This is an optimization exercise on Yosys and OpenROAD, whose aim is small area, not a production implementation.
In this exercise RTL edits were held to simulation tests only and were not proved equivalent to the original.
Power is estimated from default activity; no workload was simulated.

==> design.v <==
module hw2core_seed (
    input  wire [4:0]  c,
    output wire [16:0] s,
    output wire [13:0] d
);
    wire [31:0] hot = 32'd1 << c;
    assign s[0] = |(hot & 32'h44004451);
    assign s[1] = |(hot & 32'h10011146);
    assign s[2] = |(hot & 32'h40044518);
    assign s[3] = |(hot & 32'h00111460);
    assign s[4] = |(hot & 32'h00445180);
    assign s[5] = |(hot & 32'h01114600);
    assign s[6] = |(hot & 32'h04451800);
    assign s[7] = |(hot & 32'h11146000);
    assign s[8] = |(hot & 32'h44518000);
    assign s[9] = |(hot & 32'h11460000);
    assign s[10] = |(hot & 32'h45180000);
    assign s[11] = |(hot & 32'h14600000);
    assign s[12] = |(hot & 32'h51800000);
    assign s[13] = |(hot & 32'h46000000);
    assign s[14] = |(hot & 32'h18000000);
    assign s[15] = |(hot & 32'h60000000);
    assign s[16] = |(hot & 32'h80000000);
    assign d[0] = |(hot & 32'h4c00ccf3);
    assign d[1] = |(hot & 32'h3803bb68);
    assign d[2] = |(hot & 32'h680e6580);
    assign d[3] = |(hot & 32'h28399600);
    assign d[4] = |(hot & 32'h28e65800);
    assign d[5] = |(hot & 32'h2b996000);
    assign d[6] = |(hot & 32'h26658000);
    assign d[7] = |(hot & 32'h19960000);
    assign d[8] = |(hot & 32'h66580000);
    assign d[9] = |(hot & 32'h19600000);
    assign d[10] = |(hot & 32'h65800000);
    assign d[11] = |(hot & 32'h16000000);
    assign d[12] = |(hot & 32'h58000000);
    assign d[13] = |(hot & 32'h60000000);
endmodule
module hw2core (
    input  wire        clk,
    input  wire        rst,      
    input  wire        start,
    input  wire [2:0]  op,
    input  wire [31:0] a,
    input  wire [31:0] b,
    output wire        busy,
    output wire        done,
    output wire [31:0] r0,
    output wire [31:0] r1
);
    localparam [3:0] S_NORM = 4'd0,    
                     S_MUL  = 4'd1,    
                     S_DIV  = 4'd2,    
                     S_DROP = 4'd3,    
                     S_INTP = 4'd4,    
                     S_SH   = 4'd5,    
                     S_LDY  = 4'd6,    
                     S_N1   = 4'd7,    
                     S_N2   = 4'd8,    
                     S_N3   = 4'd9;    
    reg        busy_q, done_q;
    reg [3:0]  st;
    reg        cz;        
    reg        f;         
    reg        it;        
    reg        bw;        
    reg [5:0]  C;
    reg        H32;
    reg [31:0] H, L, M;
    reg [15:0] Y;
    assign busy = busy_q;
    assign done = done_q;
    assign r0   = L;
    assign r1   = H;
    wire [16:0] s_rom;
    wire [13:0] d_rom;
    hw2core_seed u_seed (.c(C[4:0]), .s(s_rom), .d(d_rom));
    wire st_mul  = (st == S_MUL);
    wire st_div  = (st == S_DIV);
    wire st_norm = (st == S_NORM);
    wire st_intp = (st == S_INTP);
    wire st_sh   = (st == S_SH);
    wire st_n1   = (st == S_N1);
    wire st_n2   = (st == S_N2);
    wire st_n3   = (st == S_N3);
    wire c0   = (C == 6'd0);
    wire c15  = (C == 6'd15);
    wire c31  = (C == 6'd31);
    wire c32  = (C == 6'd32);
    wire c33  = (C == 6'd33);
    wire c47  = (C == 6'd47);
    wire c48  = (C == 6'd48);
    wire rmode = st_mul | st_sh | st_n1 | st_n2 | st_n3 | (st_div & c33);
    wire sub   = ~rmode;
    wire c_t  = (C[5:1] == 5'b01000);             
    wire t_i  = c_t ^ L[0] ^ bw;
    wire bw_n = (~c_t & (L[0] | bw)) | (L[0] & bw);
    wire selM = st_mul | st_n2 | st_div;
    wire selY = st_n1 | st_n3 | st_intp;
    wire g    = ((st_mul | st_n1) & L[0])
              | (st_n2 & L[0] & ~C[5])
              | (st_n3 & t_i & ~C[5])
              | (st_intp & L[31])
              | (st_div & ~c33);
    wire [31:0] Bsrc = (selM ? M : 32'd0) | (selY ? {16'd0, Y} : 32'd0);
    wire [31:0] B    = g ? Bsrc : 32'd0;
    wire [33:0] s34  = {1'b0, H32, H} + {1'b0, sub, B ^ {32{sub}}} + {33'd0, sub};
    wire Mz   = (M == 32'd0);
    wire take = st_intp | (s34[33] & ~(st_div & ((f & Mz) | c0)));
    wire q    = st_div & take;
    wire sin  = st_intp | L[31];
    wire [31:0] H_step   = rmode ? s34[32:1]
                         : take  ? {s34[30:0], sin} : {H[30:0], sin};
    wire        H32_step = ~rmode & (take ? s34[31] : H[31]);
    wire [31:0] L_step   = rmode ? {s34[0], L[31:1]} : {L[30:1], L[0] | q, 1'b0};
    wire nend = L[31] | C[5];
    wire fin  = (st_mul & c31) | (st_div & c33) | (st_sh & c32 & (f | cz))
              | (st_n3 & c48 & it);
    wire accept = ~busy_q & start & (~op[2] | (op[1:0] == 2'd0));
    always @(posedge clk) begin
        if (rst) begin
            busy_q <= 1'b0;
            done_q <= 1'b0;
        end else if (accept) begin
            busy_q <= 1'b1;
            done_q <= 1'b0;
        end else if (busy_q & fin) begin
            busy_q <= 1'b0;
            done_q <= 1'b1;
        end
    end
    always @(posedge clk) begin
        if (~busy_q) begin
            if (accept) begin
                L   <= a;
                H   <= 32'd0;
                H32 <= 1'b0;
                M   <= op[2] ? a : b;
                C   <= 6'd0;
                it  <= 1'b0;
                cz  <= (op == 3'd0);
                f   <= op[1];
                case (op)
                    3'd1, 3'd2: st <= S_MUL;
                    3'd3:       st <= S_DIV;
                    default:    st <= S_NORM;
                endcase
            end
        end else begin
            case (st)
                S_MUL: begin
                    H   <= (c31 & f) ? 32'd0 : H_step;
                    H32 <= 1'b0;
                    L   <= L_step;
                    C   <= C + 6'd1;
                end
                S_DIV: begin
                    H   <= (c33 & f & Mz) ? 32'd0 : H_step;
                    H32 <= H32_step;
                    L   <= L_step;
                    C   <= C + 6'd1;
                end
                S_NORM: begin
                    if (nend) begin
                        if (C[5] & ~cz) begin
                            st <= S_DIV;
                            C  <= 6'd0;
                        end else begin
                            if (c31) f <= 1'b1;      
                            st <= S_DROP;
                        end
                    end else begin
                        H   <= H_step;
                        H32 <= H32_step;
                        L   <= L_step;
                        C   <= C + 6'd1;
                    end
                end
                S_DROP: begin
                    L   <= {L[30:0], 1'b0};
                    H   <= cz ? {25'd0, C, 1'b0} : {14'd0, s_rom, 1'b1};
                    H32 <= 1'b0;
                    Y   <= {2'd0, d_rom};
                    C   <= 6'd0;
                    st  <= (cz | f) ? S_SH : S_INTP;
                end
                S_INTP: begin
                    H   <= H_step;
                    H32 <= H32_step;
                    L   <= L_step;
                    C   <= c15 ? 6'd0 : C + 6'd1;
                    if (c15) st <= S_SH;
                end
                S_SH: begin
                    H   <= H_step;
                    H32 <= 1'b0;
                    L   <= L_step;
                    C   <= c48 ? 6'd0 : C + 6'd1;
                    if (c48) st <= S_LDY;
                end
                S_LDY: begin
                    Y  <= L[15:0];
                    st <= S_N1;
                end
                S_N1: begin
                    H <= H_step;
                    L <= L_step;
                    C <= c31 ? 6'd0 : C + 6'd1;
                    if (c31) st <= S_N2;
                end
                S_N2: begin
                    H  <= H_step;
                    L  <= L_step;
                    bw <= 1'b0;
                    C  <= c47 ? 6'd0 : C + 6'd1;
                    if (c47) st <= S_N3;
                end
                S_N3: begin
                    H  <= H_step;
                    L  <= L_step;
                    bw <= bw_n;
                    C  <= c48 ? 6'd0 : C + 6'd1;
                    if (c48) begin
                        it <= 1'b1;
                        st <= S_LDY;
                    end
                end
                default: ;
            endcase
        end
    end
endmodule
==> flow/run.sh <==
#!/bin/bash
# Standard ORFS layout, with the port buffers made from the smallest buffer
# cell instead of the resizer's default pick. Everything else is the standard flow's own
# flow (standard.sh). Full tool output goes to standard_flow.log here.
set -euo pipefail
export BUFFER_PORTS_ARGS="-buffer_cell sky130_fd_sc_hd__buf_1"
bash standard.sh finish > standard_flow.log 2>&1
==> standard.sh <==
#!/bin/bash
# synth_recipe.tcl (not shown) runs the flow's synth.tcl, then flattens the netlist and writes it again
# the make line also repeats each setting of config.mk as NAME=value (left out here)
make -C /OpenROAD-flow-scripts/flow DESIGN_CONFIG=/design/flow/config.mk WORK_HOME=/design/flow/orfs CLKGATE_MAP_FILE= SYNTH_SCRIPT=/design/flow/synth_recipe.tcl "${@:-finish}"
==> config.mk <==
export PLATFORM = sky130hd
export DESIGN_NAME = hw2core
export DESIGN_NICKNAME = hw2core
export VERILOG_FILES = /design/flow/design.v
export SDC_FILE = /design/flow/constraint.sdc
export NUM_CORES = 4
export LEC_CHECK = 0
export CAP_MARGIN = 20
export CORE_MARGIN = 2
export CORE_UTILIZATION = 70
export SLEW_MARGIN = 20
==> constraint.sdc <==
create_clock -name core_clock -period 10.0 [get_ports {clk}]
set_input_delay 2.0000 -clock core_clock [delete_from_list [all_inputs] [get_ports {clk}]]
set_output_delay 2.0000 -clock core_clock [all_outputs]
set_load 0.01 [all_outputs]
==> results.py, run 1 <==
metrics = {
    "drt": {
        "vias": 10000,
        "wl_per_cell_um": 21.75,
        "routed_wl_um": 31340,
        "antenna_left": 0,
        "dr.first_iter.drc_count": 1348,
        "first_pass_iters": 9,
        "via_per_inst": 6.940,
        "drcViolationCount": 0,
    },
    "clock_network": {
        "clock-sinks": 129,
        "hold_buffers": 0,
        "numCtsBuffers": 17,
        "cts_resized": 0,
        "clk_latency_ns": 0.42,
        "htreeDepth": 4,
        "cts_max_path_buffers": 2,
        "clk_pin_slew_ns": 0.06,
        "cts-root-buf": "clkbuf_16",
        "cts_setup_buffers": 0,
        "cts_tree": "done",
    },
    "yosys": {
        "async_reset_ff_share_pct": 0,
        "netlist.area_leader.share_pct": 37.56,
        "yosysSeqAreaShare_pct": 37.95,
        "synth_common_cells": "nand2_1, nor2_1, edfxtp_1",
        "synth_cell_types": 86,
        "synth-warning-count": 1,
        "synth_most_common_cell": "nand2_1",
        "syn-cell-area_um2": 10150,
        "avgSynthCellArea_um2": 8.776,
        "synth_edf_count": 127,
        "synth-main-ff-cell": "edfxtp_1",
        "synth_area_leader_cell": "edfxtp_1",
        "syn_nets": 1268,
        "post_synth_main_area_contributors": "edfxtp_1, nand2_1, ha_1",
        "synthCells": 1157,
        "ys_ff_latch": 129,
    },
    "critical_path": {
        "worstPathMaxFanout": 38,
        "cp_slowest_cell": "and2_0",
        "r2r-start": "C[3]$_SDFFCE_PN0P_",
        "startpoint": "C[3]$_SDFFCE_PN0P_",
        "cpPeakStageDelay_ns": 0.71,
        "cp_cell_sequence": "buf_4, nor2_2, nand3_1, fa_1, nor2_1, a32o_1, a221o_2, and2_0, nand2_1, xnor2_1, ha_1, a21o_1, a21o_1, a21oi_1, o21ai_0, o211ai_1, o21ai_0, or3_1, buf_4, and2_1, a211oi_1, o32ai_1",
        "endpoint_kind": "flop",
        "reg2regPathDepth": 22,
        "required_ns": 10.14,
        "critical_path_arrival_ns": 6.62,
        "crit_path_start_kind": "flop",
        "path_class": "reg2reg",
    },
    "min_path": {
        "worstHoldPathCells": 2,
        "worstHoldStart": "done_q$_SDFFE_PP0P_",
        "hold_class": "reg2reg",
    },
    "layout": {
        "drive_gt1_share_pct": 8.274,
        "syn2layout_area_growth_pct": 10.60,
        "num-fill-cells": 1000,
        "nets": 1358,
        "final_util_pct": 78.15,
        "antenna_cells": 0,
    },
    "sta": {
        "rsz0062_at_grt": "false",
        "hold_viol": 0,
        "drv_slew": 0,
        "whs_ns": 0.4646,
        "finalCritPeriodShare_pct": 64.75,
        "period_needed_ns": 6.475,
        "fin_skew_ns": 0.01104,
        "setup_violations": 0,
        "worstMarginPinSlew_ns": 0.9655,
        "fin_setup_tns_ns": 0,
        "relSlewSlack_pct": 35.14,
        "fmax_ghz": 0.1544,
    },
    "placement": {
        "port_buffers": 135,
        "dp_hpwl_um": 22130,
        "place.gp.congestion": 0.9607,
    },
    "grt": {
        "grt_pass1_vias": 8973,
        "grt_pass1_wl_um": 48540,
        "grt_overflow": 0,
        "grt_start_max_net_pins": 67,
        "antenna_found_initial": 0,
        "grtUsageTotal_pct": 39.47,
    },
    "die": {
        "die_h_um": 124.4,
        "fp.dieW_um": 124.4,
        "start_util_pct": 70.66,
        "core_um2": 14370,
        "die-area_um2": 15480,
        "rows": 44,
        "num_io_pins": 136,
    },
    "pwr": {
        "leakagePower_nw": 4.039,
        "peakVddDrop_v": 0.0001286,
        "p_per_area_nw_per_um2": 212.6,
    },
    "run": {
        "drv_cap": 0,
    },
    "run_status": {
        "status": "no timing/DRC/antenna violations",
    },
}
power by group:
part           leakage (nW)  internal [W]  switching (W)
sequential             1.24      0.000673      0.0000679
clock                 0.263      0.000362       0.000237
combinational          2.53      0.000393       0.000656
per-layer routing:
metal	up-vias	track usage, %	share of wire (%)	wire length [µm]
li1	4471	-	-	-
met1	4610	57.47	40	12470
met2	808	58.86	44	13690
met3	111	6.229	13	3944
met4	0	16.99	3.9	1233
met5	-	0	0	0
critical path: cells and delay by family, from the launching register on:
| family | cells | cell delay (ns) |
|---|---|---|
| and+or+nand+nor | 7 | 2.21 |
| AOI/OAI and AO/OA | 10 | 1.95 |
| DFF | 1 | 0.35 |
| xor gates and xnor gates | 1 | 0.17 |
| adders and majority gates | 2 | 0.88 |
| buffers and inverters | 2 | 0.61 |
sequential cells by signal (all words and copies together), names as in the netlist:
signal and count:
bw 1, it 1, f 1, H 32, Y 16, st 4, C 6, cz 1
L 32, H32 1, done_q 1, busy_q 1, M 32
per-stage QoR:
stage	instance area, µm²	cells	setup WS (ns)	total power, W
3_5_place_dp	10680	1412	3.696	0.001758
5_1_grt	11230	1441	3.120	0.002491
2_1_floorplan	10150	1157	4.058	0.001504
4_1_cts	11230	1441	3.643	0.002354
6_report	11230	1441	3.525	0.002388
3_3_place_gp	10680	1412	3.911	0.001744
logic make-up after synthesis:
family          synth area share (%)
xor+xnor                       5.952
fa+ha+maj                      5.200
flops                          37.95
simple gates                   19.31
compound gates                 21.66
buf+inv                        4.005
mux                            5.915
path summary, 6_finish.rpt:
check                   endpoint  slack (ns)
max           H[2]$_SDFFCE_PN0P_        3.53
min          done_q$_SDFFE_PP0P_        0.46
max reg2reg   H[2]$_SDFFCE_PN0P_        3.53
min reg2reg  done_q$_SDFFE_PP0P_        0.46
final cells by class:
cell class | count | area [µm²] | share of cell area [%]
Clock inverter | 10 | 115.1 | 1.025
Multi-Input combinational cell | 929 | 5901 | 52.55
Inverter | 20 | 75.07 | 0.6685
Timing Repair Buffer | 150 | 620.6 | 5.526
Tap cell | 184 | 230.2 | 2.050
Clock buffer | 19 | 432.9 | 3.855
Sequential cell | 129 | 3855 | 34.33
cell usage in the layout (no fill, tap or decap), types with 4 or more instances in the layout:
cell type  netlist  final
a211o_1          4      4
a211oi_1        19     19
a21o_1          26     26
a21oi_1         72     72
a221o_1          4      4
a221oi_1         4      4
a22o_1           5      5
a22oi_1         18     18
a31oi_1         41     41
and2_1          11     11
and3_1           9      9
buf_1            6    134
buf_4            5     15
clkbuf_16        0     17
edfxtp_1       127    127
ha_1            39     39
inv_1           18     17
mux2_2          35     35
mux2i_1         18     18
nand2_1        168    167
nand2b_1         9      9
nand3_1         26     26
nand4_1          8      8
nor2_1         130    128
nor2b_1          8      8
nor3_1          15     15
nor3b_1          8      8
nor4_1           8      8
o211ai_1         4      4
o21a_1           6      6
o21ai_0         68     68
o21ai_1          9      9
o221ai_1         6      6
o22ai_1         15     15
or3_1            6      6
xnor2_1         55     55
xor2_1          14     14
==> run 2, diff against run 1 <==
==> flow/run.sh (replaced) <==
#!/bin/bash
# Layout flow: the standard synthesis, then an area-oriented re-mapping of
# the combinational logic only (every flip-flop instance is kept as it is,
# same name, same cell), then the standard ORFS layout from that netlist with
# the port buffers made from the smallest buffer cell.
# Each tool's full output goes to a log file in this folder.
set -euo pipefail
W=$(pwd)
R=$W/orfs/results/$FLOW_PLATFORM/hw2core/base
LG=$W/orfs/logs/$FLOW_PLATFORM/hw2core/base
LIB=$FLOW_HOME/platforms/$FLOW_PLATFORM/lib/sky130_fd_sc_hd__tt_025C_1v80.lib
export BUFFER_PORTS_ARGS="-buffer_cell sky130_fd_sc_hd__buf_1"

bash standard.sh synth > flow_synth.log 2>&1

DU=$(grep -o -- "-dont_use [^ ]*" $LG/1_2_yosys.log | sort -u | tr '\n' ' ')
cp $R/1_2_yosys.v $W/standard_synth.v
cat > $W/resynth.ys <<EOYS
read_liberty -ignore_miss_func $LIB
read_verilog $W/standard_synth.v
hierarchy -top $FLOW_TOP
blackbox sky130_fd_sc_hd__*df* sky130_fd_sc_hd__*dl* sky130_fd_sc_hd__*sdf*
select -module $FLOW_TOP t:sky130_fd_sc_hd__*df* t:sky130_fd_sc_hd__*dl*
setattr -set keep 1
select -clear
flatten
rename -hide w:*.*
opt_clean -purge
abc -liberty $LIB $DU -script $W/flow/area.abc
opt_clean -purge
hilomap -singleton -hicell sky130_fd_sc_hd__conb_1 HI -locell sky130_fd_sc_hd__conb_1 LO
splitnets
opt_clean -purge
insbuf -buf sky130_fd_sc_hd__buf_4 A X
setattr -unset keep
stat -liberty $LIB
write_verilog -noattr -noexpr -nohex -nodec $W/resynth.v
EOYS
yosys -s $W/resynth.ys > resynth.log 2>&1
cp $W/resynth.v $R/1_2_yosys.v
touch $R/1_2_yosys.v

bash standard.sh finish > flow_layout.log 2>&1
==> flow/area.abc (new file) <==
strash
dch
map -a
topo
strash
dch
map -a
--- a/config.mk
+++ b/config.mk
@@ -7,5 +7,6 @@
 export LEC_CHECK = 0
 export CAP_MARGIN = 20
 export CORE_MARGIN = 2
-export CORE_UTILIZATION = 70
+export CORE_UTILIZATION = 50
+export CTS_BUF_LIST = sky130_fd_sc_hd__clkbuf_8
 export SLEW_MARGIN = 20
==> run 2 against run 1 <==
  * Still clean on timing, DRC and antenna
  * Critical path type unchanged
  * Critical endpoint is now H[7]$_SDFFCE_PN0P_
  * Die area is 24% higher
  * Cell count is 12% higher
  * Combinational power is 21% lower
  * Sequential power is 0.5% higher
  * Largest power group unchanged
  * Fmax is 20% lower
  * Critical path depth is 3 higher
  * Synthesized cell count is 3.7% higher
  * Via count is 4.1% lower
  * Clock-buffer cell count is 2 lower
==> results.py, run 2 <==
metrics = {
    "critical_path": {
        "crit_top_cell": "clkinv_1",
        "worst-path-stages": 25,
        "cpPeakStageDelay_ns": 0.99,
        "crit_path_start_kind": "flop",
        "worstPathMaxFanout": 34,
        "endpoint_kind": "flop",
        "path_delay_family": "simple AND/OR/NAND/NOR gates",
        "worst-path-buf-inv": 4,
        "path_class": "reg2reg",
        "reg2regPathDepth": 25,
        "required_ns": 10.29,
        "cp_slowest_cell": "clkinv_1",
        "critical_path_arrival_ns": 8.33,
    },
    "min_path": {
        "hold_class": "reg2reg",
        "worstHoldPathCells": 2,
    },
    "grt": {
        "grt_pass1_vias": 8690,
        "grt_overflow": 0,
        "antenna_found_initial": 0,
        "grt_start_max_net_pins": 65,
        "grtUsageTotal_pct": 32.72,
        "grt_pass1_wl_um": 49000,
    },
    "drt": {
        "wl_per_cell_um": 19.60,
        "first_pass_iters": 6,
        "via_per_inst": 5.958,
        "antenna_left": 0,
        "dr.first_iter.drc_count": 976,
        "drcViolationCount": 0,
        "vias": 9587,
        "routed_wl_um": 31540,
    },
    "pwr": {
        "leakagePower_nw": 3.662,
        "p_per_area_nw_per_um2": 198.3,
        "peakVddDrop_v": 0.00009614,
    },
    "layout": {
        "nets": 1437,
        "drive_gt1_share_pct": 4.855,
        "final_util_pct": 58.12,
        "reg.largest.list": "H x32, L x32, M x32",
        "final_cell_mix": "nor2_1, nand2_1, clkinv_1",
        "layout_commonest_cell": "nor2_1",
        "num-fill-cells": 1732,
        "antenna_cells": 0,
        "syn2layout_area_growth_pct": 14.59,
        "multi_input_area_um2": 4559,
        "seq_area_um2": 3854,
    },
    "clock_network": {
        "clock-sinks": 129,
        "cts-root-buf": "clkbuf_8",
        "numCtsBuffers": 17,
        "cts_max_path_buffers": 2,
        "cts_resized": 0,
        "cts_setup_buffers": 0,
        "clk_latency_ns": 0.46,
        "cts_tree": "done",
        "htreeDepth": 4,
        "hold_buffers": 0,
        "clk_pin_slew_ns": 0.10,
    },
    "sta": {
        "fin_skew_ns": 0.01881,
        "drv_slew": 0,
        "rsz0062_at_grt": "false",
        "worstMarginPinSlew_ns": 1.010,
        "period_needed_ns": 8.043,
        "relSlewSlack_pct": 32.28,
        "whs_ns": 0.5033,
        "hold_viol": 0,
        "setup_violations": 0,
        "fin_setup_tns_ns": 0,
        "fmax_ghz": 0.1243,
        "finalCritPeriodShare_pct": 80.43,
    },
    "run_status": {
        "status": "no timing/DRC/antenna violations",
    },
    "die": {
        "core_um2": 17840,
        "rows": 49,
        "start_util_pct": 50.73,
        "num_io_pins": 136,
        "die-area_um2": 19190,
        "fp.dieW_um": 138.5,
        "die_h_um": 138.5,
    },
    "placement": {
        "place.gp.congestion": 0.9627,
        "dp_hpwl_um": 23830,
        "port_buffers": 135,
    },
    "yosys": {
        "syn-cell-area_um2": 9050,
        "syn_nets": 1270,
        "synth-warning-count": 1,
        "avgSynthCellArea_um2": 7.542,
        "synthCells": 1200,
    },
    "run": {
        "drv_cap": 0,
    },
}
[run 2: cell count changes in the layout (fill, tap and decap cells not counted), sizes merged, moves of 18 or more]
cell	previous run	this run
nor2	131	239
a21o	26	0
a31oi	41	8
nand2	168	216
clkinv	5	177
mux2	37	0
xnor2	55	9
mux2i	18	0
ha	39	0
xor2	14	50
[run 2: report_power, final]
| part | internal, W | leakage (nW) | total, W | switching [W] |
|---|---|---|---|---|
| Clock | 0.000229 | 0.201 | 0.000480 | 0.000251 |
| Combinational | 0.000250 | 2.21 | 0.000831 | 0.000581 |
| Sequential | 0.000678 | 1.25 | 0.000745 | 0.0000670 |
| Total | 0.00116 | 3.66 | 0.00206 | 0.000899 |
[run 2: cell type report]
cell class | count | share of cell area [%]
sequential | 129 | 37.16
multi-input combinational | 896 | 43.97
clock buffer | 17 | 2.256
inverter | 174 | 6.298
tap | 229 | 2.763
timing repair buffer | 149 | 5.912
clock inverter | 15 | 1.641
[run 2: worst paths after layout]
path	startpoint	to	slack (ns)
setup / recovery	C[4]$_SDFFCE_PN0P_	H[7]$_SDFFCE_PN0P_	1.96
hold / removal	done_q$_SDFFE_PP0P_	done_q$_SDFFE_PP0P_	0.50
setup reg to reg	C[4]$_SDFFCE_PN0P_	H[7]$_SDFFCE_PN0P_	1.96
hold reg to reg	done_q$_SDFFE_PP0P_	done_q$_SDFFE_PP0P_	0.50
[run 2: worst min-delay path, stage by stage, from the launching register on]
cell	delay, ns
dfxtp_1	0.34
a21oi_1	0.06
nor2_1	0.07
[run 2: layer usage]
| layer | global-route usage (%) | wire, µm | vias to the layer above |
|---|---|---|---|
| met1 | 50.27 | 14280 | 4412 |
| met5 | 0 | 0 | - |
| met4 | 9.452 | 685 | 0 |
| li1 | - | - | 4538 |
| met2 | 46.46 | 13050 | 585 |
| met3 | 7.044 | 3531 | 52 |
[run 2: per-stage QoR]
step / cells / power (W) / area [µm²] / worst slack [ns]
6_report: 1609 / 0.002056 / 10370 / 1.957
5_1_grt: 1609 / 0.002175 / 10370 / 1.131
4_1_cts: 1609 / 0.002035 / 10370 / 1.645
3_5_place_dp: 1577 / 0.001560 / 9963 / 1.712
3_3_place_gp: 1577 / 0.001561 / 9963 / 1.921
2_1_floorplan: 1200 / 0.001299 / 9050 / 3.169
==> run 3, diff against run 2 <==
--- a/config.mk
+++ b/config.mk
@@ -8,5 +8,4 @@
 export CAP_MARGIN = 20
 export CORE_MARGIN = 2
 export CORE_UTILIZATION = 50
-export CTS_BUF_LIST = sky130_fd_sc_hd__clkbuf_8
 export SLEW_MARGIN = 20
==> run 3 against run 2 <==
  * Still clean
  * Power grew 8.3%
  * Register-to-register slack is essentially flat
  * Area after synthesis is the same
  * Fmax is essentially flat
  * Die area is the same
  * Cell count is the same
  * Utilization grew 1.1 points
  * Critical path type unchanged
  * Highest routed layer unchanged
==> results.py, run 3 <==
metrics = {
    "run_status": {
        "status": "no timing/DRC/antenna violations",
    },
    "clock_network": {
        "cts_resized": 0,
        "cts_setup_buffers": 0,
        "cts-root-buf": "clkbuf_16",
        "clock-sinks": 129,
        "numCtsBuffers": 17,
        "htreeDepth": 4,
        "hold_buffers": 0,
        "clk_latency_ns": 0.43,
        "cts_tree": "done",
        "cts_max_path_buffers": 2,
        "clk_pin_slew_ns": 0.07,
    },
    "layout": {
        "final_cell_mix": "nor2_1, nand2_1, clkinv_1",
        "antenna_cells": 0,
        "syn2layout_area_growth_pct": 16.70,
        "nets": 1437,
        "reg.largest.list": "H x32, L x32, M x32",
        "layout_commonest_cell": "nor2_1",
        "drive_gt1_share_pct": 4.855,
    },
    "grt": {
        "grt_start_max_net_pins": 65,
        "grt_pass1_vias": 8644,
        "grt_pass1_wl_um": 49130,
        "antenna_found_initial": 0,
        "grt_overflow": 0,
        "grtUsageTotal_pct": 32.82,
    },
    "pwr": {
        "p_per_area_nw_per_um2": 210.8,
        "finalPower_w": 0.002226,
        "leakagePower_nw": 3.749,
        "peakVddDrop_v": 0.0001308,
    },
    "die": {
        "start_util_pct": 50.73,
        "fp.dieW_um": 138.5,
        "die_h_um": 138.5,
        "num_io_pins": 136,
        "rows": 49,
        "core_um2": 17840,
        "die-area_um2": 19190,
    },
    "critical_path": {
        "endpoint_kind": "flop",
        "critical_path_arrival_ns": 8.29,
        "r2r_slack_ns": 1.95,
        "startpoint": "C[4]$_SDFFCE_PN0P_",
        "r2r-start": "C[4]$_SDFFCE_PN0P_",
        "crit_path_start_kind": "flop",
        "reg2regPathDepth": 25,
        "path_class": "reg2reg",
        "required_ns": 10.25,
        "endpoint": "H[7]$_SDFFCE_PN0P_",
        "r2r-end": "H[7]$_SDFFCE_PN0P_",
        "worstPathMaxFanout": 34,
    },
    "sta": {
        "period_needed_ns": 8.050,
        "rsz0062_at_grt": "false",
        "fin_skew_ns": 0.01242,
        "fmax_ghz": 0.1242,
        "drv_slew": 0,
        "fin_setup_tns_ns": 0,
        "relSlewSlack_pct": 34.28,
        "worstMarginPinSlew_ns": 0.9797,
        "hold_viol": 0,
        "finalCritPeriodShare_pct": 80.50,
        "setup_violations": 0,
    },
    "drt": {
        "routed_wl_um": 31740,
        "wl_per_cell_um": 19.73,
        "via_per_inst": 5.909,
        "first_pass_iters": 5,
        "dr.first_iter.drc_count": 985,
        "vias": 9508,
        "antenna_left": 0,
        "drcViolationCount": 0,
    },
    "yosys": {
        "syn-cell-area_um2": 9050,
        "synth-warning-count": 1,
        "avgSynthCellArea_um2": 7.542,
        "synthCells": 1200,
        "syn_nets": 1270,
    },
    "placement": {
        "place.gp.congestion": 0.9627,
        "dp_hpwl_um": 23830,
        "port_buffers": 135,
    },
    "run": {
        "drv_cap": 0,
    },
    "min_path": {
        "hold_class": "reg2reg",
        "worstHoldStart": "done_q$_SDFFE_PP0P_",
    },
}
==> run 3: layout make-up <==
cell class | count | area (µm²)
Clock buffer | 17 | 425.4
Clock inverter | 15 | 170.2
Fill cell | 1711 | 7279
Inverter | 174 | 653.1
Multi-Input combinational cell | 896 | 4559
Sequential cell | 129 | 3854
Tap cell | 229 | 286.5
Timing Repair Buffer | 149 | 613.1
==> run 3: worst max-delay path, cell delays in order (launching register included) <==
cell      delay, ns
edfxtp_1       0.63
clkinv_1       0.56
nor2_1         0.35
nand3_1        0.18
xnor2_1        0.17
nor3_1         0.07
nor3_1         0.51
clkinv_1       0.52
nand3_1        0.16
o21ai_0        0.11
xor2_1         0.23
clkinv_1       0.09
nor2_1         0.29
nor2_1         0.10
o21ai_0        0.19
a31oi_1        0.13
o32a_2         0.34
o311ai_0       0.56
nand2_1        0.10
nor3_1         0.22
nand4_1        0.13
nand2_2        0.49
clkinv_1       0.97
o21ai_0        0.46
a21oi_1        0.07
o32ai_1        0.23
==> run 3: worst min path at each step <==
stage                                to  cells past startpoint
finish              done_q$_SDFFE_PP0P_                      2
global placement    done_q$_SDFFE_PP0P_                      2
floorplan           done_q$_SDFFE_PP0P_                      2
CTS                 done_q$_SDFFE_PP0P_                      2
global route        done_q$_SDFFE_PP0P_                      2
detailed placement  done_q$_SDFFE_PP0P_                      2
==> run 3: power by group <==
part           switching [W]  internal [W]
combinational       0.000581      0.000250
clock               0.000275      0.000375
sequential         0.0000666      0.000679
==> run 3: metal layers <==
layer,vias to the layer above,GRT usage [%],wire length [µm]
met2,576,46.69,13220
li1,4532,-,-
met3,43,7.286,3372
met1,4357,50.59,14590
met4,0,8.593,550
met5,-,0,0
==> run 3: metrics by stage <==
stage / instance area (µm²) / std cells / hold slack (ns) / utilization, % / setup slack (ns)
after global routing: 10560 / 1609 / 0.5451 / 59.20 / 1.114
after detailed placement: 9963 / 1577 / 0.4876 / 55.85 / 1.712
final: 10560 / 1609 / 0.4963 / 59.20 / 1.950
after global placement: 9963 / 1577 / 0.4757 / 55.85 / 1.921
after floorplan: 9050 / 1200 / 0.5254 / - / 3.169
after CTS: 10560 / 1609 / 0.5041 / 59.18 / 1.612
==> run 4, diff against run 3 <==
--- a/design.v
+++ b/design.v
@@ -105,8 +105,7 @@
     wire [31:0] Bsrc = (selM ? M : 32'd0) | (selY ? {16'd0, Y} : 32'd0);
     wire [31:0] B    = g ? Bsrc : 32'd0;
     wire [33:0] s34  = {1'b0, H32, H} + {1'b0, sub, B ^ {32{sub}}} + {33'd0, sub};
-    wire Mz   = (M == 32'd0);
-    wire take = st_intp | (s34[33] & ~(st_div & ((f & Mz) | c0)));
+    wire take = st_intp | (s34[33] & ~(st_div & (f | c0)));
     wire q    = st_div & take;
     wire sin  = st_intp | L[31];
     wire [31:0] H_step   = rmode ? s34[32:1]
@@ -155,7 +154,8 @@
                     C   <= C + 6'd1;
                 end
                 S_DIV: begin
-                    H   <= (c33 & f & Mz) ? 32'd0 : H_step;
+                    if (c0) f <= f & s34[33];
+                    H   <= (c33 & f) ? 32'd0 : H_step;
                     H32 <= H32_step;
                     L   <= L_step;
                     C   <= C + 6'd1;
--- a/config.mk
+++ b/config.mk
@@ -8,4 +8,5 @@
 export CAP_MARGIN = 20
 export CORE_MARGIN = 2
 export CORE_UTILIZATION = 50
+export CTS_BUF_LIST = sky130_fd_sc_hd__clkbuf_8
 export SLEW_MARGIN = 20
==> run 4 against run 3 <==
  * Die area shrank 2.6%
  * Global-route usage shrank 0.53 points
  * Clock skew grew 0.0042 ns
  * Via count shrank 3.3%
  * Wire length shrank 6.4%
  * Fmax shrank 7.1%
  * Area after synthesis shrank 2.7%
  * Highest routed layer unchanged
==> results.py, run 4 <==
metrics = {
    "clock_network": {
        "clk_pin_slew_ns": 0.09,
        "numCtsBuffers": 17,
        "hold_buffers": 0,
        "cts_tree": "done",
        "cts_setup_buffers": 0,
        "cts_resized": 0,
        "cts_max_path_buffers": 2,
        "htreeDepth": 4,
        "clock-sinks": 129,
        "clk_latency_ns": 0.45,
        "cts-root-buf": "clkbuf_8",
    },
    "sta": {
        "drv_slew": 0,
        "fmax_ghz": 0.1154,
        "rsz0062_at_grt": "false",
        "setup_violations": 0,
        "worstMarginPinSlew_ns": 0.9285,
        "hold_viol": 0,
        "fin_setup_tns_ns": 0,
        "fin_skew_ns": 0.01662,
        "finalCritPeriodShare_pct": 86.68,
        "period_needed_ns": 8.668,
        "relSlewSlack_pct": 38.10,
    },
    "pwr": {
        "p_per_area_nw_per_um2": 207.8,
        "peakVddDrop_v": 0.00009452,
        "leakagePower_nw": 3.571,
        "finalPower_w": 0.002099,
    },
    "die": {
        "start_util_pct": 51.10,
        "fp.dieW_um": 136.7,
        "die-area_um2": 18700,
        "core_um2": 17240,
        "rows": 48,
        "die_h_um": 136.7,
        "num_io_pins": 136,
    },
    "grt": {
        "grt_overflow": 0,
        "grt_pass1_vias": 8183,
        "met3_usage_pct": 5.519,
        "grt_start_max_net_pins": 65,
        "use_met1_pct": 49.18,
        "grt_pass1_wl_um": 45600,
        "grtUsageTotal_pct": 32.29,
        "antenna_found_initial": 0,
        "use_met2_pct": 45.83,
        "grt_busiest_layer": "met1",
    },
    "critical_path": {
        "cp_slowest_cell": "edfxtp_1",
        "cpPeakStageDelay_ns": 0.63,
        "path_class": "reg2reg",
        "endpoint_kind": "flop",
        "worstPathMaxFanout": 32,
        "crit_path_start_kind": "flop",
        "required_ns": 10.26,
        "critical_path_arrival_ns": 8.93,
    },
    "layout": {
        "nets": 1385,
        "drive_gt1_share_pct": 4.669,
        "antenna_cells": 0,
        "layout_commonest_cell": "nor2_1",
        "reg.largest.list": "H x32, L x32, M x32",
        "syn2layout_area_growth_pct": 14.69,
        "num-fill-cells": 1622,
        "seq_area_um2": 3854,
        "multi_input_area_um2": 4400,
        "final_util_pct": 58.61,
        "final_cell_mix": "nor2_1, nand2_1, clkinv_1",
    },
    "placement": {
        "place.gp.congestion": 1.034,
        "port_buffers": 135,
        "dp_hpwl_um": 22520,
    },
    "drt": {
        "dr.first_iter.drc_count": 1123,
        "drcViolationCount": 0,
        "wl_per_cell_um": 19.12,
        "routed_wl_um": 29700,
        "via_per_inst": 5.921,
        "vias": 9196,
        "antenna_left": 0,
        "first_pass_iters": 7,
    },
    "min_path": {
        "hold_class": "reg2reg",
    },
    "run_status": {
        "status": "no timing/DRC/antenna violations",
    },
    "yosys": {
        "syn_nets": 1217,
        "avgSynthCellArea_um2": 7.680,
        "syn-cell-area_um2": 8808,
        "synth-warning-count": 1,
        "synthCells": 1147,
    },
    "run": {
        "drv_cap": 0,
    },
}
[run 4: critical path: cells and delay by family, from the launching register on]
| kind | cells | cell delay, ns |
|---|---|---|
| AND/OR/NAND/NOR | 27 | 4.62 |
| buffers and inverters | 12 | 1.70 |
| AO/OA/AOI/OAI | 8 | 1.52 |
| flip-flops | 1 | 0.63 |
[run 4: worst paths after layout]
check                       from             endpoint  slack (ns)  cells after the start
min reg2reg  done_q$_SDFFE_PP0P_  done_q$_SDFFE_PP0P_        0.50                      2
max           C[2]$_SDFFCE_PN0P_   H[7]$_SDFFCE_PN0P_        1.33                     47
max reg2reg   C[2]$_SDFFCE_PN0P_   H[7]$_SDFFCE_PN0P_        1.33                     47
min          done_q$_SDFFE_PP0P_  done_q$_SDFFE_PP0P_        0.50                      2
[run 4: per-layer routing]
layer	wire length, µm	up-vias	part of all wire (%)
li1	-	4334	-
met1	13380	4230	45
met2	12540	574	42
met3	3013	58	10
met4	762	0	2.6
met5	0	-	0
[run 4: power by group]
group	switching (W)	internal, W
Clock	0.000255	0.000183
Combinational	0.000623	0.000276
Sequential	0.0000752	0.000686
Total	0.000954	0.00115
[run 4: layout make-up]
cell class              count  share of cell area, %
inverters                 152                  5.648
clock inverters            15                  1.400
flip-flops and latches    129                  38.15
clock buffers              17                  2.316
well taps                 225                  2.787
multi-input cells         865                  43.56
repair buffers            150                  6.143
[run 4: metrics by stage]
stage / cells / hold slack, ns / area (µm²) / setup WS (ns)
after floorplan: 1147 / 0.5254 / 8808 / 1.742
after global placement: 1521 / 0.4803 / 9727 / 1.934
after detailed placement: 1521 / 0.4810 / 9727 / 1.582
after CTS: 1553 / 0.5011 / 10100 / 1.550
after global routing: 1553 / 0.5559 / 10100 / 0.3889
final: 1553 / 0.4964 / 10100 / 1.332
==> run 5, diff against run 4 <==
--- a/flow/run.sh
+++ b/flow/run.sh
@@ -2,7 +2,7 @@
 # Layout flow: the standard synthesis, then an area-oriented re-mapping of
 # the combinational logic only (every flip-flop instance is kept as it is,
 # same name, same cell), then the standard ORFS layout from that netlist with
-# the port buffers made from the smallest buffer cell.
+# the port buffers made from the smallest buffer cell and a lighter clock tree.
 # Each tool's full output goes to a log file in this folder.
 set -euo pipefail
 W=$(pwd)
@@ -10,6 +10,9 @@
 LG=$W/orfs/logs/$FLOW_PLATFORM/hw2core/base
 LIB=$FLOW_HOME/platforms/$FLOW_PLATFORM/lib/sky130_fd_sc_hd__tt_025C_1v80.lib
 export BUFFER_PORTS_ARGS="-buffer_cell sky130_fd_sc_hd__buf_1"
+# clock tree: clkbuf_8 above the leaves, clkbuf_4 at the register clusters,
+# no dummy balancing loads
+export CTS_ARGS="-sink_clustering_enable -repair_clock_nets -buf_list sky130_fd_sc_hd__clkbuf_8 -root_buf sky130_fd_sc_hd__clkbuf_8 -sink_clustering_buffer sky130_fd_sc_hd__clkbuf_4 -dont_use_dummy_load"
 
 bash standard.sh synth > flow_synth.log 2>&1
 
==> run 5 against run 4 <==
  * Synthesized cell count unchanged
  * Cell count decreased by 0.97%
  * Power decreased by 4.9%
  * Design area decreased by 1.4%
  * Non-clock buffer count unchanged
  * Sequential power about the same
  * Combinational power about the same
  * Clock power decreased by 24%
  * Largest cell class unchanged
  * Largest power group unchanged
  * Highest routed layer unchanged
==> results.py, run 5 <==
metrics = {
    "clock_network": {
        "clk_pin_slew_ns": 0.07,
        "clk_latency_ns": 0.45,
        "cts-root-buf": "clkbuf_8",
        "cts_max_path_buffers": 2,
        "cts_resized": 0,
        "hold_buffers": 0,
        "numCtsBuffers": 17,
        "clock-sinks": 129,
        "cts_setup_buffers": 0,
        "cts_tree": "done",
        "htreeDepth": 4,
    },
    "layout": {
        "syn2layout_area_growth_pct": 13.08,
        "multi_input_area_um2": 4400,
        "final_cell_mix": "nor2_1, nand2_1, clkinv_1",
        "antenna_cells": 0,
        "num-fill-cells": 1624,
        "reg.largest.list": "H x32, L x32, M x32",
        "drive_gt1_share_pct": 3.580,
        "nets": 1385,
        "seq_area_um2": 3854,
        "layout_commonest_cell": "nor2_1",
    },
    "die": {
        "num_io_pins": 136,
        "die-area_um2": 18700,
        "fp.dieW_um": 136.7,
        "rows": 48,
        "core_um2": 17240,
        "start_util_pct": 51.10,
        "die_h_um": 136.7,
    },
    "sta": {
        "rsz0062_at_grt": "false",
        "drv_slew": 0,
        "finalCritPeriodShare_pct": 86.79,
        "setup_violations": 0,
        "relSlewSlack_pct": 37.40,
        "hold_viol": 0,
        "fin_setup_tns_ns": 0,
        "fmax_ghz": 0.1152,
        "whs_ns": 0.4912,
        "fin_skew_ns": 0.03785,
        "period_needed_ns": 8.679,
        "worstMarginPinSlew_ns": 0.9390,
    },
    "critical_path": {
        "cp_slowest_cell": "edfxtp_1",
        "required_ns": 10.24,
        "critical_path_arrival_ns": 8.92,
        "cpPeakStageDelay_ns": 0.62,
        "r2r_slack_ns": 1.32,
        "reg2regPathDepth": 47,
        "endpoint_kind": "flop",
        "r2r-start": "C[2]$_SDFFCE_PN0P_",
        "worstPathMaxFanout": 32,
        "path_class": "reg2reg",
        "crit_path_start_kind": "flop",
        "r2r-end": "H[7]$_SDFFCE_PN0P_",
    },
    "grt": {
        "grt_pass1_vias": 8171,
        "grt_overflow": 0,
        "grt_start_max_net_pins": 65,
        "grtUsageTotal_pct": 32.29,
        "antenna_found_initial": 0,
        "grt_pass1_wl_um": 45460,
    },
    "yosys": {
        "avgSynthCellArea_um2": 7.680,
        "syn_nets": 1217,
        "syn-cell-area_um2": 8808,
        "synth-warning-count": 1,
        "synthCells": 1147,
    },
    "drt": {
        "drcViolationCount": 0,
        "via_per_inst": 5.934,
        "vias": 9126,
        "routed_wl_um": 29630,
        "antenna_left": 0,
        "dr.first_iter.drc_count": 1170,
        "first_pass_iters": 7,
        "wl_per_cell_um": 19.27,
    },
    "pwr": {
        "leakagePower_nw": 3.514,
        "p_per_area_nw_per_um2": 200.5,
        "peakVddDrop_v": 0.00009314,
    },
    "run_status": {
        "status": "no timing/DRC/antenna violations",
    },
    "min_path": {
        "min_to": "done_q$_SDFFE_PP0P_",
        "worstHoldPathCells": 2,
        "hold_class": "reg2reg",
        "worstHoldStart": "done_q$_SDFFE_PP0P_",
    },
    "placement": {
        "port_buffers": 135,
        "place.gp.congestion": 1.034,
        "dp_hpwl_um": 22520,
    },
    "run": {
        "drv_cap": 0,
    },
}
## run 5: changes by cell type in the layout (fill, tap and decap cells not counted)
| cell | change |
|---|---|
| clkinv_4 | -1 |
| clkinvlp_4 | -4 |
| inv_6 | -6 |
| clkinv_8 | -1 |
| inv_8 | -3 |
## run 5: report_power, final
part | internal (W) | switching, W
Clock | 0.000150 | 0.000185
Combinational | 0.000276 | 0.000624
Sequential | 0.000687 | 0.0000751
Total | 0.00111 | 0.000884
## run 5: worst max-delay path by stage
| stage | slack [ns] | to | start | cells past startpoint |
|---|---|---|---|---|
| 3_3_place_gp | 1.93 | H[7]$_SDFFCE_PN0P_ | C[2]$_SDFFCE_PN0P_ | 47 |
| 4_1_cts | 1.55 | H[7]$_SDFFCE_PN0P_ | C[2]$_SDFFCE_PN0P_ | 47 |
| 3_5_place_dp | 1.58 | H[7]$_SDFFCE_PN0P_ | C[2]$_SDFFCE_PN0P_ | 47 |
| 2_1_floorplan | 1.74 | H[7]$_SDFFCE_PN0P_ | C[4]$_SDFFCE_PN0P_ | 45 |
| 5_1_grt | 0.38 | H[7]$_SDFFCE_PN0P_ | C[2]$_SDFFCE_PN0P_ | 47 |
| 6_report | 1.32 | H[7]$_SDFFCE_PN0P_ | C[2]$_SDFFCE_PN0P_ | 47 |
## run 5: cell type report
type | count | area share (%)
timing repair buffer | 150 | 6.230
tap | 225 | 2.826
inverter | 152 | 5.728
multi-input combinational | 865 | 44.18
clock buffer | 17 | 2.349
sequential | 129 | 38.69
## run 5: critical path: cells and delay by family, from the launching register on
family,cells,cell delay (ns)
AND/OR/NAND/NOR,27,4.60
buffers and inverters,12,1.72
AO/OA/AOI/OAI,8,1.51
flip-flops,1,0.62
## run 5: metrics by stage
step / setup slack, ns / std cells / total power [W] / utilization, % / instance area, µm²
after floorplan: 1.742 / 1147 / 0.001370 / - / 8808
after global placement: 1.934 / 1521 / 0.001654 / 56.43 / 9727
after detailed placement: 1.582 / 1521 / 0.001650 / 56.43 / 9727
after CTS: 1.554 / 1538 / 0.001981 / 57.79 / 9961
after global routing: 0.3760 / 1538 / 0.002122 / 57.79 / 9961
final: 1.321 / 1538 / 0.001997 / 57.79 / 9961
## run 5: metal layers
metal | GRT usage (%) | vias up | wire (µm)
met5 | 0 | - | 0
met4 | 11.57 | 0 | 758
met3 | 6.148 | 54 | 2972
met2 | 45.75 | 562 | 12510
met1 | 48.85 | 4180 | 13390
li1 | - | 4330 | -
==> run 6, diff against run 5 <==
==> flow/run.sh (replaced) <==
#!/bin/bash
# Layout flow: the standard synthesis, then an area-oriented re-mapping of
# the combinational logic only (every flip-flop instance is kept as it is,
# same name, same cell; several ABC area scripts are tried and the smallest
# netlist is kept), then the standard ORFS layout from that netlist, with the
# port buffers made from the smallest buffer cell.
# Each tool's full output goes to a log file in this folder.
set -euo pipefail
W=$(pwd)
R=$W/orfs/results/$FLOW_PLATFORM/hw2core/base
LG=$W/orfs/logs/$FLOW_PLATFORM/hw2core/base
LIB=$FLOW_HOME/platforms/$FLOW_PLATFORM/lib/sky130_fd_sc_hd__tt_025C_1v80.lib
export BUFFER_PORTS_ARGS="-buffer_cell sky130_fd_sc_hd__buf_1"
# clock tree: clkbuf_8 above the leaves, clkbuf_4 at the register clusters,
# no dummy balancing loads
export CTS_ARGS="-sink_clustering_enable -repair_clock_nets -buf_list sky130_fd_sc_hd__clkbuf_8 -root_buf sky130_fd_sc_hd__clkbuf_8 -sink_clustering_buffer sky130_fd_sc_hd__clkbuf_4 -dont_use_dummy_load"
bash standard.sh synth > flow_synth.log 2>&1

DU=$(grep -o -- "-dont_use [^ ]*" $LG/1_2_yosys.log | sort -u | tr '\n' ' ')
cp $R/1_2_yosys.v $W/standard_synth.v
for S in $W/flow/remap_*.abc; do
  N=$(basename $S .abc)
  cat > $W/$N.ys <<EOYS
read_liberty -ignore_miss_func $LIB
read_verilog $W/standard_synth.v
hierarchy -top $FLOW_TOP
blackbox sky130_fd_sc_hd__*df* sky130_fd_sc_hd__*dl* sky130_fd_sc_hd__*sdf*
select -module $FLOW_TOP t:sky130_fd_sc_hd__*df* t:sky130_fd_sc_hd__*dl*
setattr -set keep 1
select -clear
flatten
rename -hide w:*.*
opt_clean -purge
abc -liberty $LIB $DU -script $S
opt_clean -purge
hilomap -singleton -hicell sky130_fd_sc_hd__conb_1 HI -locell sky130_fd_sc_hd__conb_1 LO
splitnets
opt_clean -purge
insbuf -buf sky130_fd_sc_hd__buf_4 A X
setattr -unset keep
tee -o $W/$N.area stat -liberty $LIB
write_verilog -noattr -noexpr -nohex -nodec $W/$N.v
EOYS
  yosys -s $W/$N.ys > $W/$N.log 2>&1 &
done
wait
BEST=""; BA=""
for S in $W/flow/remap_*.abc; do
  N=$(basename $S .abc)
  A=$(grep "Chip area" $W/$N.area | awk '{print $NF}')
  echo "$N $A" >> $W/remap_areas.txt
  if [[ -z "$BA" ]] || awk -v a="$A" -v b="$BA" 'BEGIN{exit !(a<b)}'; then BEST=$N; BA=$A; fi
done
echo "kept $BEST $BA" >> $W/remap_areas.txt
cp $W/$BEST.v $R/1_2_yosys.v
touch $R/1_2_yosys.v

bash standard.sh finish > flow_layout.log 2>&1
==> flow/remap_s1.abc (new file) <==
strash
dch
map -a
topo
strash
dch
map -a
==> flow/remap_s11.abc (new file) <==
strash
ifraig
resub -K 8 -N 2
refactor -z
dc2
dch -f
map -a
topo
strash
dc2
dch -f
map -a
topo
strash
dch -f
map -a
==> flow/remap_s13.abc (new file) <==
strash
resub -K 8 -N 2
refactor -z
dc2
dch -f
map -a
topo
strash
resub -K 8 -N 2
refactor -z
dc2
dch -f
map -a
topo
strash
resub -K 8 -N 2
dc2
dch -f
map -a
==> flow/remap_s7.abc (new file) <==
strash
dc2
dch -f
map -a
topo
strash
dc2
dch -f
map -a
topo
strash
dc2
dch -f
map -a
topo
strash
dc2
dch -f
map -a
==> flow/remap_s8.abc (new file) <==
strash
resub -K 8 -N 2
refactor -z
dc2
dch -f
map -a
topo
strash
dc2
dch -f
map -a
==> flow/remap_s9.abc (new file) <==
strash
resub -K 8 -N 2
refactor -z
rewrite -z
dc2
dch -f
map -a
topo
strash
resub -K 8
dc2
dch -f
map -a
topo
strash
dch -f
map -a
removed: flow/area.abc
==> run 6 against run 5 <==
  * Design area fell by 2.0%
  * Synthesized cell count fell by 3.1%
  * Hold slack improved by 0.0039 ns
  * Worst setup slack got worse by 0.34 ns
  * Largest cell class unchanged
  * Highest routed layer unchanged
==> results.py, run 6 <==
metrics = {
    "clock_network": {
        "cts_resized": 0,
        "numCtsBuffers": 17,
        "clock-sinks": 129,
        "clk_pin_slew_ns": 0.07,
        "cts-root-buf": "clkbuf_8",
        "hold_buffers": 0,
        "clk_latency_ns": 0.44,
        "cts_max_path_buffers": 2,
        "cts_setup_buffers": 0,
        "cts_tree": "done",
        "htreeDepth": 4,
    },
    "layout": {
        "seq_area_um2": 3854,
        "num-fill-cells": 1630,
        "final_cell_mix": "nand2_1, nor2_1, buf_1",
        "syn2layout_area_growth_pct": 13.60,
        "multi_input_area_um2": 4315,
        "antenna_cells": 0,
        "nets": 1349,
        "drive_gt1_share_pct": 4.072,
        "final_util_pct": 58.44,
        "layout_commonest_cell": "nand2_1",
        "reg.largest.list": "H x32, L x32, M x32",
    },
    "critical_path": {
        "worstPathMaxFanout": 20,
        "path_class": "reg2reg",
        "required_ns": 10.25,
        "cp_slowest_cell": "edfxtp_1",
        "worst-path-buf-inv": 8,
        "path_delay_family": "simple AND/OR/NAND/NOR gates",
        "crit_path_start_kind": "flop",
        "r2r-start": "C[0]$_SDFFCE_PN0P_",
        "r2r-end": "H[5]$_SDFFCE_PN0P_",
        "r2r_slack_ns": 0.98,
        "endpoint_kind": "flop",
        "cpPeakStageDelay_ns": 0.48,
        "startpoint": "C[0]$_SDFFCE_PN0P_",
        "critical_path_arrival_ns": 9.27,
        "crit_top_cell": "nand2_1",
        "reg2regPathDepth": 52,
    },
    "grt": {
        "grtUsageTotal_pct": 31.01,
        "grt_overflow": 0,
        "grt_pass1_wl_um": 43500,
        "grt_start_max_net_pins": 65,
        "antenna_found_initial": 1,
        "grt_pass1_vias": 7806,
    },
    "sta": {
        "fin_setup_tns_ns": 0,
        "setup_violations": 0,
        "relSlewSlack_pct": 31.81,
        "rsz0062_at_grt": "false",
        "drv_slew": 0,
        "period_needed_ns": 9.019,
        "worstMarginPinSlew_ns": 1.020,
        "hold_viol": 0,
        "finalCritPeriodShare_pct": 90.19,
        "fmax_ghz": 0.1109,
        "fin_skew_ns": 0.02918,
    },
    "run_status": {
        "status": "no timing/DRC/antenna violations",
    },
    "placement": {
        "place.gp.congestion": 1.012,
        "port_buffers": 135,
        "dp_hpwl_um": 21090,
    },
    "yosys": {
        "syn_nets": 1181,
        "avgSynthCellArea_um2": 7.732,
        "synthCells": 1111,
        "synth-warning-count": 1,
        "syn-cell-area_um2": 8591,
    },
    "min_path": {
        "min_to": "done_q$_SDFFE_PP0P_",
        "worstHoldStart": "done_q$_SDFFE_PP0P_",
        "worstHoldPathCells": 2,
        "hold_class": "reg2reg",
    },
    "die": {
        "die_h_um": 135.1,
        "num_io_pins": 136,
        "rows": 47,
        "start_util_pct": 51.44,
        "fp.dieW_um": 135.1,
        "die-area_um2": 18250,
        "core_um2": 16700,
    },
    "drt": {
        "drcViolationCount": 0,
        "antenna_left": 0,
        "first_pass_iters": 5,
        "routed_wl_um": 27730,
        "dr.first_iter.drc_count": 1055,
        "wl_per_cell_um": 18.52,
        "via_per_inst": 5.878,
        "vias": 8799,
    },
    "pwr": {
        "netSwitchingFraction_pct": 48.62,
        "leakagePower_nw": 3.538,
        "power.share.combinational_pct": 56.0,
        "switching_power_w": 0.001295,
        "peakVddDrop_v": 0.0001340,
        "pwr-share-clk_pct": 12.3,
        "power.internal_w": 0.001368,
        "p_per_area_nw_per_um2": 272.8,
        "seq_power_share_pct": 31.7,
    },
    "run": {
        "drv_cap": 0,
    },
}
## run 6: cell count changes in the layout (fill, tap and decap cells not counted), sizes merged, moves of 4 or more
cell / delta
or2: +7
a22oi: -5
a21oi: +41
a32oi: -10
clkinv: -31
a21boi: +4
o21ai: -15
nand2: +51
a32o: -6
xor2: +6
nand4: -4
nor2: -60
## run 6: worst register-to-register path: cells and delay by family, from the launching register on
family,cells,cell delay [ns]
compound gates,14,2.87
xor+xnor,1,0.17
buf+inv,8,1.46
flops,1,0.48
simple gates,29,3.85
## run 6: layout make-up
cell class              count  area share, %
clock buffers              17          2.397
well taps                 220          2.821
inverters                 122          4.731
flip-flops and latches    129          39.49
multi-input cells         859          44.22
repair buffers            150          6.346
## run 6: worst max path at each step
stage | depth (start not counted) | end | slack (ns)
floorplan | 36 | H[14]$_SDFFCE_PN0P_ | 0.57
global placement | 52 | H[10]$_SDFFCE_PN0P_ | 1.45
detailed placement | 52 | H[10]$_SDFFCE_PN0P_ | 1.01
CTS | 52 | H[10]$_SDFFCE_PN0P_ | 1.01
global route | 52 | H[18]$_SDFFCE_PN0P_ | 0.11
finish | 52 | H[5]$_SDFFCE_PN0P_ | 0.98
## run 6: metal layers
layer | vias to the layer above | GRT usage [%] | wire length, µm
li1 | 4169 | - | -
met1 | 4031 | 48.81 | 12670
met2 | 562 | 44.30 | 11710
met3 | 37 | 4.354 | 2818
met4 | 0 | 8.796 | 534
met5 | - | 0 | 0
## run 6: stage by stage
step                      instance area, µm²  worst slack (ns)  hold slack, ns  power (W)  cells
after floorplan                         8593            0.5700          0.5103   0.001886   1111
after global placement                  9514             1.447          0.4774   0.002306   1480
after global routing                    9759            0.1120          0.5608   0.002869   1497
after CTS                               9748             1.009          0.4994   0.002635   1497
after detailed placement                9514             1.013          0.4902   0.002307   1480
final                                   9759            0.9808          0.4951   0.002663   1497
## run 6: power by group through the flow
stage / Sequential [W] / Combinational (W) / Clock [W]
finish: 0.000844 / 0.00149 / 0.000328
global route: 0.000853 / 0.00167 / 0.000349
CTS: 0.000841 / 0.00146 / 0.000332
detailed placement: 0.000852 / 0.00146 / 0
global placement: 0.000852 / 0.00145 / 0
floorplan: 0.000848 / 0.00104 / 0
==> run 7, diff against run 6 <==
--- a/design.v
+++ b/design.v
@@ -48,16 +48,15 @@
     output wire [31:0] r0,
     output wire [31:0] r1
 );
-    localparam [3:0] S_NORM = 4'd0,    
-                     S_MUL  = 4'd1,    
-                     S_DIV  = 4'd2,    
-                     S_DROP = 4'd3,    
-                     S_INTP = 4'd4,    
-                     S_SH   = 4'd5,    
-                     S_LDY  = 4'd6,    
-                     S_N1   = 4'd7,    
-                     S_N2   = 4'd8,    
-                     S_N3   = 4'd9;    
+    localparam [3:0] S_NORM = 4'b0000,   
+                     S_DROP = 4'b0001,   
+                     S_DIV  = 4'b0010,   
+                     S_INTP = 4'b0100,   
+                     S_SH   = 4'b1000,   
+                     S_MUL  = 4'b1010,   
+                     S_N2   = 4'b1011,   
+                     S_N1   = 4'b1100,   
+                     S_N3   = 4'b1101;   
     reg        busy_q, done_q;
     reg [3:0]  st;
     reg        cz;        
@@ -75,14 +74,11 @@
     wire [16:0] s_rom;
     wire [13:0] d_rom;
     hw2core_seed u_seed (.c(C[4:0]), .s(s_rom), .d(d_rom));
-    wire st_mul  = (st == S_MUL);
-    wire st_div  = (st == S_DIV);
-    wire st_norm = (st == S_NORM);
-    wire st_intp = (st == S_INTP);
-    wire st_sh   = (st == S_SH);
-    wire st_n1   = (st == S_N1);
-    wire st_n2   = (st == S_N2);
-    wire st_n3   = (st == S_N3);
+    wire st_div  = ~st[3] & st[1];
+    wire st_intp = ~st[3] & st[2];
+    wire st_sh   = st[3] & ~st[2] & ~st[1];
+    wire st_mul  = st[3] & st[1] & ~st[0];
+    wire st_n3   = st[3] & st[2] & st[0];
     wire c0   = (C == 6'd0);
     wire c15  = (C == 6'd15);
     wire c31  = (C == 6'd31);
@@ -90,18 +86,15 @@
     wire c33  = (C == 6'd33);
     wire c47  = (C == 6'd47);
     wire c48  = (C == 6'd48);
-    wire rmode = st_mul | st_sh | st_n1 | st_n2 | st_n3 | (st_div & c33);
+    wire rmode = st[3] | (st_div & c33);
     wire sub   = ~rmode;
     wire c_t  = (C[5:1] == 5'b01000);             
     wire t_i  = c_t ^ L[0] ^ bw;
     wire bw_n = (~c_t & (L[0] | bw)) | (L[0] & bw);
-    wire selM = st_mul | st_n2 | st_div;
-    wire selY = st_n1 | st_n3 | st_intp;
-    wire g    = ((st_mul | st_n1) & L[0])
-              | (st_n2 & L[0] & ~C[5])
-              | (st_n3 & t_i & ~C[5])
-              | (st_intp & L[31])
-              | (st_div & ~c33);
+    wire selM = st[1];
+    wire selY = st[2];
+    wire g    = st[3] ? ((st[2] | st[1]) & ~C[5] & (st_n3 ? t_i : L[0]))
+                      : ((st_intp & L[31]) | (st_div & ~c33));
     wire [31:0] Bsrc = (selM ? M : 32'd0) | (selY ? {16'd0, Y} : 32'd0);
     wire [31:0] B    = g ? Bsrc : 32'd0;
     wire [33:0] s34  = {1'b0, H32, H} + {1'b0, sub, B ^ {32{sub}}} + {33'd0, sub};
@@ -196,11 +189,10 @@
                     H32 <= 1'b0;
                     L   <= L_step;
                     C   <= c48 ? 6'd0 : C + 6'd1;
-                    if (c48) st <= S_LDY;
-                end
-                S_LDY: begin
-                    Y  <= L[15:0];
-                    st <= S_N1;
+                    if (c48) begin
+                        Y  <= L_step[15:0];
+                        st <= S_N1;
+                    end
                 end
                 S_N1: begin
                     H <= H_step;
@@ -222,7 +214,8 @@
                     C  <= c48 ? 6'd0 : C + 6'd1;
                     if (c48) begin
                         it <= 1'b1;
-                        st <= S_LDY;
+                        Y  <= L_step[15:0];
+                        st <= S_N1;
                     end
                 end
                 default: ;
--- a/flow/run.sh
+++ b/flow/run.sh
@@ -13,7 +13,7 @@
 export BUFFER_PORTS_ARGS="-buffer_cell sky130_fd_sc_hd__buf_1"
 # clock tree: clkbuf_8 above the leaves, clkbuf_4 at the register clusters,
 # no dummy balancing loads
-export CTS_ARGS="-sink_clustering_enable -repair_clock_nets -buf_list sky130_fd_sc_hd__clkbuf_8 -root_buf sky130_fd_sc_hd__clkbuf_8 -sink_clustering_buffer sky130_fd_sc_hd__clkbuf_4 -dont_use_dummy_load"
+export CTS_ARGS="-sink_clustering_enable -repair_clock_nets -buf_list sky130_fd_sc_hd__clkbuf_8 -root_buf sky130_fd_sc_hd__clkbuf_8 -sink_clustering_size 32 -sink_clustering_max_diameter 200 -dont_use_dummy_load"
 bash standard.sh synth > flow_synth.log 2>&1
 
 DU=$(grep -o -- "-dont_use [^ ]*" $LG/1_2_yosys.log | sort -u | tr '\n' ' ')
==> run 7 against run 6 <==
  * Via count shrank 2.1%
  * Area after synthesis is essentially flat
  * Combinational power grew 3%
  * Design area grew 0.10%
  * Die area is essentially flat
  * Non-clock buffer count grew 1
  * Register-to-register slack gained 0.29 ns
  * Sequential power grew 5.2%
  * Cell count shrank 1.1%
  * Critical endpoint is now H[11]$_SDFFCE_PN0P_
==> results.py, run 7 <==
metrics = {
    "critical_path": {
        "critical_path_arrival_ns": 9.03,
        "cpPeakStageDelay_ns": 0.52,
        "path_class": "reg2reg",
        "worstPathMaxFanout": 20,
        "required_ns": 10.29,
        "worst-path-buf-inv": 5,
        "cp_slowest_cell": "edfxtp_1",
        "endpoint_kind": "flop",
        "crit_path_start_kind": "flop",
        "r2r-end": "H[11]$_SDFFCE_PN0P_",
        "crit_top_cell": "nand2_1",
        "r2r-start": "C[4]$_SDFFCE_PN0P_",
        "r2r_slack_ns": 1.27,
        "reg2regPathDepth": 55,
        "path_delay_family": "simple AND/OR/NAND/NOR gates",
    },
    "min_path": {
        "hold_class": "reg2reg",
        "min_to": "done_q$_SDFFE_PP0P_",
        "worstHoldStart": "done_q$_SDFFE_PP0P_",
        "worstHoldPathCells": 2,
    },
    "sta": {
        "fmax_ghz": 0.1145,
        "finalCritPeriodShare_pct": 87.32,
        "worstMarginPinSlew_ns": 1.078,
        "fin_skew_ns": 0.03373,
        "rsz0062_at_grt": "false",
        "hold_viol": 0,
        "fin_setup_tns_ns": 0,
        "setup_violations": 0,
        "relSlewSlack_pct": 28.11,
        "drv_slew": 0,
        "period_needed_ns": 8.732,
    },
    "die": {
        "die-area_um2": 18240,
        "core_um2": 16700,
        "fp.dieW_um": 135.1,
        "num_io_pins": 136,
        "die_h_um": 135.1,
        "start_util_pct": 51.43,
        "rows": 47,
    },
    "grt": {
        "grt_pass1_wl_um": 42700,
        "antenna_found_initial": 0,
        "grtUsageTotal_pct": 30.70,
        "grt_start_max_net_pins": 65,
        "grt_pass1_vias": 7861,
        "grt_overflow": 0,
    },
    "clock_network": {
        "clk_pin_slew_ns": 0.08,
        "clock-sinks": 129,
        "numCtsBuffers": 17,
        "cts-root-buf": "clkbuf_8",
        "clk_latency_ns": 0.46,
        "cts_max_path_buffers": 2,
        "cts_tree": "done",
        "htreeDepth": 4,
    },
    "layout": {
        "antenna_cells": 0,
        "num-fill-cells": 1601,
        "drive_gt1_share_pct": 5.155,
        "nets": 1333,
        "syn2layout_area_growth_pct": 13.74,
        "layout_commonest_cell": "nand2_1",
        "reg.largest.list": "H x32, L x32, M x32",
        "final_cell_mix": "nand2_1, nor2_1, buf_1",
    },
    "drt": {
        "dr.max_layer_used": "met4",
        "first_pass_iters": 5,
        "drcViolationCount": 0,
        "via_per_inst": 5.818,
        "wl_per_cell_um": 18.58,
        "met3_length_um": 2362,
        "routed_wl_um": 27520,
        "wl_met1_um": 12720,
        "antenna_left": 0,
        "dr.first_iter.drc_count": 866,
        "wl_met2_um": 11880,
        "vias": 8617,
    },
    "yosys": {
        "synthCells": 1094,
        "synth-warning-count": 1,
        "syn_nets": 1164,
        "avgSynthCellArea_um2": 7.851,
        "syn-cell-area_um2": 8589,
    },
    "pwr": {
        "switching_power_w": 0.001344,
        "p_per_area_nw_per_um2": 281.9,
        "netSwitchingFraction_pct": 48.81,
        "leakagePower_nw": 3.527,
        "power.share.combinational_pct": 55.6,
        "seq_power_share_pct": 32.3,
        "peakVddDrop_v": 0.0001561,
        "pwr-share-clk_pct": 12.1,
        "finalPower_w": 0.002754,
        "power.internal_w": 0.001410,
    },
    "placement": {
        "port_buffers": 135,
        "place.gp.congestion": 0.9962,
        "dp_hpwl_um": 20460,
    },
    "run_status": {
        "status": "no timing/DRC/antenna violations",
    },
    "run": {
        "drv_cap": 0,
    },
}
## run 7: worst max path at each step
stage,from,to,slack (ns),depth (start not counted)
2_1_floorplan,C[0]$_SDFFCE_PN0P_,H[11]$_SDFFCE_PN0P_,0.34,50
6_report,C[4]$_SDFFCE_PN0P_,H[11]$_SDFFCE_PN0P_,1.27,55
4_1_cts,C[4]$_SDFFCE_PN0P_,H[11]$_SDFFCE_PN0P_,0.51,55
3_3_place_gp,C[4]$_SDFFCE_PN0P_,H[28]$_SDFFCE_PN0P_,0.93,55
3_5_place_dp,C[4]$_SDFFCE_PN0P_,H[11]$_SDFFCE_PN0P_,0.56,55
5_1_grt,C[4]$_SDFFCE_PN0P_,H[11]$_SDFFCE_PN0P_,0.11,55
## run 7: worst register-to-register path: cells and delay by family (launching register included)
family	cells	cell delay, ns
xor gates and xnor gates	2	0.36
DFF	1	0.52
and+or+nand+nor	35	3.92
buffers and inverters	5	1.20
AOI/OAI and AO/OA	13	2.56
## run 7: per-layer routing
| layer | global-route usage, % | vias up |
|---|---|---|
| met2 | 44.53 | 410 |
| met5 | 0 | - |
| li1 | - | 4159 |
| met3 | 5.556 | 46 |
| met1 | 46.72 | 4002 |
| met4 | 9.375 | 0 |
## run 7: cell type report
class	instances	area, µm²	share of cell area [%]
timing repair buffer	151	628.1	6.429
multi-input combinational	833	4283	43.84
tap	220	275.3	2.818
clock buffer	17	234.0	2.395
inverter	131	495.5	5.072
sequential	129	3854	39.45
## run 7: repair_timing
| item | in CTS | in global routing |
|---|---|---|
| endpoints found under the setup margin | 0 | 32 |
| setup buffers | 0 | 4 |
| hold endpoints to repair | 0 | 0 |
| hold buffers | 0 | 0 |
| gates resized for setup | 0 | 4 |
## run 7: power by group through the flow
| stage | clock (W) | sequential (W) | combinational, W |
|---|---|---|---|
| floorplan | 0 | 0.000903 | 0.00104 |
| global placement | 0 | 0.000899 | 0.00150 |
| detailed placement | 0 | 0.000897 | 0.00150 |
| CTS | 0.000335 | 0.000887 | 0.00151 |
| global route | 0.000353 | 0.000903 | 0.00171 |
| finish | 0.000333 | 0.000888 | 0.00153 |
## run 7: stage by stage
step           instances  hold slack [ns]  utilization (%)  area (µm²)  setup slack [ns]
2_1_floorplan       1094           0.5104                -        8593            0.3372
5_1_grt             1481           0.5475            58.50        9769            0.1098
4_1_cts             1477           0.5122            58.26        9729            0.5099
3_5_place_dp        1460           0.5010            56.86        9495            0.5587
3_3_place_gp        1460           0.4815            56.86        9495            0.9322
6_report            1481           0.5118            58.50        9769             1.268

re-timing with driven ports:
The flow's constraints put no driver on any port. The routed layouts listed below were extracted and timed again, unchanged, in two steps.
Step 1, drivers: a clkbuf_16 drives clk and a buf_2 each remaining input, both assumed.
Step 2 also shifts input and output timing later by t, the mid clock arrival at the registers, as if the neighbouring blocks saw the same clock.
Three values: ideal ports, drivers, drivers and shift; two values: the first two.
run	t (ns)	setup WS [ns]
run 1	0.461	3.525 / 3.525 / 3.525
run 2	0.484	1.957 / 1.957 / 1.957
run 3	0.463	1.950 / 1.950 / 1.950
run 4	0.487	1.332 / 1.332 / 1.332
run 5	0.472	1.321 / 1.321 / 1.321
run 6	0.464	0.981 / 0.981 / 0.981
run 7	0.480	1.268 / 1.268 / 1.268
After both steps every run listed still meets setup and hold.
